Source: an optimization exercise on an open RTL-to-GDS flow (aim: small area, a short achievable clock period and few clock cycles per item). Production flows keep margins and buffers that such runs may drop. Only simulation tests tie the RTL to the original design; equivalence was not proved. Power and IR drop assume default switching activity.

## quartz
==> flow/design.v (excerpt) <==
module si4464_rf_encoder #(
    parameter [31:0] FREQ_MIN_HZ    = 32'd400000000,
    parameter [31:0] FREQ_MAX_HZ    = 32'd406000000,
    parameter [31:0] BAND_MID_HZ    = 32'd403000000,
    parameter [7:0]  INT_LOW        = 8'd61,
    parameter [7:0]  INT_HIGH       = 8'd62,
    parameter [31:0] REF_DIVISOR_HZ = 32'd6500000,
    parameter [31:0] XTAL_FREQ_HZ   = 32'd26000000
) (
    input  wire        clk,
    input  wire        rst,         
    input  wire        in_valid,
    output wire        in_ready,
    input  wire [63:0] in_word,     
    input  wire [31:0] in_rb,       
    output reg         out_valid,
    input  wire        out_ready,
    output wire [3:0]  out_status,  
    output wire [2:0]  out_len,     
    output wire [39:0] out_data     
);
For scale: ~110 flip-flops, ~150 I/O pins, roughly 10,000 um2 of cells after synthesis.
==> flow/config.mk <==
export PLATFORM = sky130hd
export DESIGN_NAME = si4464_rf_encoder
export DESIGN_NICKNAME = si4464_rf_encoder
export VERILOG_FILES = /design/flow/design.v
export SDC_FILE = /design/flow/constraint.sdc
export NUM_CORES = 4
export LEC_CHECK = 0
export CAP_MARGIN = 20
export CORE_MARGIN = 2
export CORE_UTILIZATION = 40
export GPL_TIMING_DRIVEN = 0
export PLACE_DENSITY = 0.6
export SLEW_MARGIN = 20
export SYNTH_HIERARCHICAL = 1
==> flow/constraint.sdc <==
create_clock -name core_clock -period 70.0 [get_ports {clk}]
set_input_delay 14.0000 -clock core_clock [delete_from_list [all_inputs] [get_ports {clk}]]
set_output_delay 14.0000 -clock core_clock [all_outputs]
set_load 0.01 [all_outputs]
standard.sh (not shown) runs the stock make flow with config.mk's settings and CLKGATE_MAP_FILE= SYNTH_SCRIPT=/design/flow/synth_recipe.tcl, a recipe that flattens the netlist after the stock synthesis.
==> flow/flow/run.sh <==
#!/bin/bash
# The standard layout: the standard.sh runs every ORFS step from
# synthesis to finish (its output is in standard.log, each tool's own log in
# orfs/logs/). Two settings differ from the defaults:
#  - the buffer ORFS puts on every input and output port is buf_1, the
#    smallest buffer, instead of clkdlybuf4s50_1;
#  - clock tree synthesis uses clkbuf_8 below a clkbuf_16 root and inserts
#    no dummy loads.
set -euo pipefail
export BUFFER_PORTS_ARGS="-buffer_cell sky130_fd_sc_hd__buf_1"
export CTS_ARGS="-sink_clustering_enable -repair_clock_nets -dont_use_dummy_load -buf_list sky130_fd_sc_hd__clkbuf_8 -root_buf sky130_fd_sc_hd__clkbuf_16"
export PRE_GLOBAL_PLACE_TCL="$PWD/flow/pre_gpl.tcl"
bash standard.sh > standard.log 2>&1
==> flow/flow/pre_gpl.tcl <==
remove_buffers
quartz went all the way through synthesis, placement and routing and the layout is clean on timing, DRC and antenna.
Testbench counts of quartz, summed over its fixed seeds: cycles 16,016, items 16,000.
> inputs changed (quartz -> harbor)
Settings: GPL_TIMING_DRIVEN: 0 -> unset.
-- flow/flow/run.sh --
<<< quartz, line 11
export CTS_ARGS="-sink_clustering_enable -repair_clock_nets -dont_use_dummy_load -buf_list sky130_fd_sc_hd__clkbuf_8 -root_buf sky130_fd_sc_hd__clkbuf_16"
export PRE_GLOBAL_PLACE_TCL="$PWD/flow/pre_gpl.tcl"
bash standard.sh > standard.log 2>&1
>>> harbor, line 11
export CTS_ARGS="-sink_clustering_enable -repair_clock_nets -dont_use_dummy_load -buf_list sky130_fd_sc_hd__clkbuf_8 -root_buf sky130_fd_sc_hd__clkbuf_16"
bash standard.sh > standard.log 2>&1
removed: flow/flow/pre_gpl.tcl
Findings:
Looking at quartz and harbor, the end-of-flow core utilization is a wash. Summary of the comparison: worst setup slack is lower in harbor, relative to quartz. Amount of wire on met2 after detailed routing for harbor: 360 um down relative to quartz. Going from quartz to harbor, final cell count grew slightly. In harbor, static power due to leakage is higher than in quartz. From quartz to harbor the numbers moved as follows: met2 demand-to-capacity share in global routing went down by 0.78 points; total power went up by 0.50%; number of gates on the worst path with buffers counted went up by 1; first-pass GRT wire length went down by 1.4%.
The following lists how yarrow was set up differently from harbor:
Settings: GPL_TIMING_DRIVEN: unset -> 0.
==> flow/flow/run.sh <==
#!/bin/bash
# The standard layout: the standard.sh runs every ORFS step from
# synthesis to finish (its output is in standard.log, each tool's own log in
# orfs/logs/). Settings that differ from the defaults:
#  - the buffer ORFS puts on every input and output port is buf_1, the
#    smallest buffer, instead of clkdlybuf4s50_1;
#  - clock tree synthesis uses clkbuf_8 below a clkbuf_16 root and inserts
#    no dummy loads;
set -euo pipefail
export BUFFER_PORTS_ARGS="-buffer_cell sky130_fd_sc_hd__buf_1"
export CTS_ARGS="-sink_clustering_enable -repair_clock_nets -dont_use_dummy_load -buf_list sky130_fd_sc_hd__clkbuf_8 -root_buf sky130_fd_sc_hd__clkbuf_16"
export PRE_GLOBAL_PLACE_TCL="$PWD/flow/pre_gpl.tcl"
bash standard.sh > standard.log 2>&1
==> flow/flow/pre_gpl.tcl (new file) <==
# run before global placement: remove the buffers synthesis inserted
remove_buffers
## What came out
Every stage of the flow completed for yarrow, and the final layout passed the timing, DRC and antenna checks.
On hold slack, the higher figure sits with harbor, not yarrow.
First-iteration DRC count delta for yarrow relative to harbor: 3.2% lower
Comparing harbor with yarrow, the proportion of cell area occupied by registers came out essentially unchanged.
yarrow reports a higher final worst setup slack than harbor does.
yarrow vs harbor, start point of the critical path: h_nfok$_DFFE_PP_ vs h_fok$_DFFE_PP_
Looking at met2 usage in global routing, yarrow sits 0.78 points above harbor.
Re power after layout: yarrow is 0.50% down on harbor.
Between harbor and yarrow, the period utilization does not differ in any meaningful way.

si4464_rf_encoder, a different RTL version from the one above (not shown whole).
Size in the first run: about 820 cells after synthesis, about 110 flip-flops, roughly 150 I/O pins, about 10000 um2 of cells after synthesis.
Settings: LEC_CHECK=0, CAP_MARGIN=20, CORE_MARGIN=2, CORE_UTILIZATION=40, GPL_TIMING_DRIVEN=0, PLACE_DENSITY=0.6, SLEW_MARGIN=20, SYNTH_HIERARCHICAL=1; clock period 70.0 ns.
==> flow/flow/run.sh <==
#!/bin/bash
# The standard layout: the standard.sh runs every ORFS step from
# synthesis to finish (its output is in standard.log, each tool's own log in
# orfs/logs/). Two settings differ from the defaults:
#  - the buffer ORFS puts on every input and output port is buf_1, the
#    smallest buffer, instead of clkdlybuf4s50_1;
#  - clock tree synthesis uses clkbuf_8 below a clkbuf_16 root and inserts
#    no dummy loads.
set -euo pipefail
export BUFFER_PORTS_ARGS="-buffer_cell sky130_fd_sc_hd__buf_1"
export CTS_ARGS="-sink_clustering_enable -repair_clock_nets -dont_use_dummy_load -buf_list sky130_fd_sc_hd__clkbuf_8 -root_buf sky130_fd_sc_hd__clkbuf_16"
bash standard.sh > standard.log 2>&1
The baseline produced a clean layout.
Testbench counts at the start, summed over its fixed seeds: cycles 16,016, items 16,000.
Change:
--- a/flow/flow/run.sh
+++ b/flow/flow/run.sh
@@ -11 +11 @@
-export CTS_ARGS="-sink_clustering_enable -repair_clock_nets -dont_use_dummy_load -buf_list sky130_fd_sc_hd__clkbuf_8 -root_buf sky130_fd_sc_hd__clkbuf_16"
+export CTS_ARGS="-sink_clustering_enable -repair_clock_nets -dont_use_dummy_load -buf_list sky130_fd_sc_hd__clkbuf_8 -root_buf sky130_fd_sc_hd__clkbuf_8"
--- a/flow/config.mk
+++ b/flow/config.mk
@@ -11 +10,0 @@
-export GPL_TIMING_DRIVEN = 0
=> Via count decreases by 1.6%; first-iteration DRC count increases by about 9%; utilization decreases by 0.44 points; worst hold slack got worse by 0.0062 ns; combinational power stays flat; die area stays the same; wire length decreases by about 3.3%; power decreases by 1.3%; clock-buffer cell count does not change; critical path depth decreases by 1.
Change:
--- a/flow/flow/run.sh
+++ b/flow/flow/run.sh
@@ -11 +11 @@
-export CTS_ARGS="-sink_clustering_enable -repair_clock_nets -dont_use_dummy_load -buf_list sky130_fd_sc_hd__clkbuf_8 -root_buf sky130_fd_sc_hd__clkbuf_8"
+export CTS_ARGS="-sink_clustering_enable -repair_clock_nets -dont_use_dummy_load -buf_list sky130_fd_sc_hd__clkbuf_4 -sink_clustering_size 8 -sink_clustering_max_diameter 50 -root_buf sky130_fd_sc_hd__clkbuf_16"
What happened: The new run finished clean; wire length decreases slightly; worst hold slack is better by 0.0051 ns; sequential share of layout area increases by 0.20 points; synthesized cell count is unchanged; area after synthesis is unchanged; non-clock buffer count does not change; global-route usage barely changes; via count hardly moves; die area is unchanged.
Change:
--- a/flow/flow/run.sh
+++ b/flow/flow/run.sh
@@ -11 +11 @@
-export CTS_ARGS="-sink_clustering_enable -repair_clock_nets -dont_use_dummy_load -buf_list sky130_fd_sc_hd__clkbuf_4 -sink_clustering_size 8 -sink_clustering_max_diameter 50 -root_buf sky130_fd_sc_hd__clkbuf_16"
+export CTS_ARGS="-repair_clock_nets -dont_use_dummy_load -buf_list sky130_fd_sc_hd__clkbuf_8 -root_buf sky130_fd_sc_hd__clkbuf_16"
Outcome: The new run completed without violations. Sequential cell count stays the same. Power goes up by 2.9%. Register-to-register slack stays flat. Count of clock-buffer cells in the layout does not change. Non-clock buffer count is unchanged. Utilization goes up by 0.39 points. Via count goes down by 0.40%. Setup slack loses 0.0092 ns. Maximum frequency barely changes.
Change:
--- a/flow/flow/run.sh
+++ b/flow/flow/run.sh
@@ -11 +11 @@
-export CTS_ARGS="-repair_clock_nets -dont_use_dummy_load -buf_list sky130_fd_sc_hd__clkbuf_8 -root_buf sky130_fd_sc_hd__clkbuf_16"
+export CTS_ARGS="-sink_clustering_enable -repair_clock_nets -dont_use_dummy_load -buf_list sky130_fd_sc_hd__clkbuf_8 -root_buf sky130_fd_sc_hd__clkbuf_16 -sink_clustering_size 30 -sink_clustering_max_diameter 250"
Effect: Non-clock buffer count is unchanged. Routed wire length does not change. Global-route usage is unchanged.
Change:
--- a/flow/flow/run.sh
+++ b/flow/flow/run.sh
@@ -11 +11 @@
-export CTS_ARGS="-sink_clustering_enable -repair_clock_nets -dont_use_dummy_load -buf_list sky130_fd_sc_hd__clkbuf_8 -root_buf sky130_fd_sc_hd__clkbuf_16 -sink_clustering_size 30 -sink_clustering_max_diameter 250"
+export CTS_ARGS="-sink_clustering_enable -repair_clock_nets -dont_use_dummy_load -buf_list sky130_fd_sc_hd__clkbuf_8 -root_buf sky130_fd_sc_hd__clkbuf_16"
--- a/flow/config.mk
+++ b/flow/config.mk
@@ -10,2 +10,2 @@
-export CORE_UTILIZATION = 40
-export PLACE_DENSITY = 0.6
+export CORE_UTILIZATION = 60
+export PLACE_DENSITY = 0.75
Worst hold slack gains 0.011 ns.
Setup slack gets better by 0.057 ns.
Flip-flop and latch count is unchanged.
Final area is lower by 1.1%.
Total power drops by 1.9%.
Clock power went down by about 4%.
Area after synthesis is unchanged.
Die area falls by 33%.
Cell count came out lower by 8.4%.
Fmax increases by 0.37%.

## what the ideal ports hide
Ports are ideal in the flow. The routed layouts listed here were re-timed in OpenROAD.
Step 1 sets driving cells, clkbuf_16 on the clock port and buf_2 on the other inputs (assumed; they add their load-dependent delay and slew).
Step 2, shift: input delay + t, output delay - t, t = (earliest + latest rising clock arrival at the registers) / 2. This alone moves slack from input paths to output paths.
Three values: ideal, step 1, step 2; two values: the first two.
run | shift t [ns] | slack for setup (ns) | pins driven straight from the clock port
quartz | 0.391 | 54.606 / 54.562 / 54.339 | 1
harbor | 0.395 | 54.587 / 54.543 / 54.388 | 1
yarrow | 0.391 | 54.606 / 54.562 / 54.339 | 1
the first run of note 2 | 0.400 | 54.454 / 54.408 / 54.326 | 1
the second run of note 2 | 0.466 | 54.540 / 54.499 / 54.331 | 1
the third run of note 2 | 0.395 | 54.604 / 54.555 / 54.330 | 1
the fourth run of note 2 | 0.402 | 54.595 / 54.548 / 54.331 | 1
the fifth run of note 2 | 0.402 | 54.595 / 54.548 / 54.331 | 1
the sixth run of note 2 | 0.393 | 54.652 / 54.606 / 54.372 | 1
After both steps every run listed still meets setup and hold. For the sixth run of note 2, which loses most, drivers alone change the setup slack by -0.046 ns; drivers and shift together by -0.280 ns.
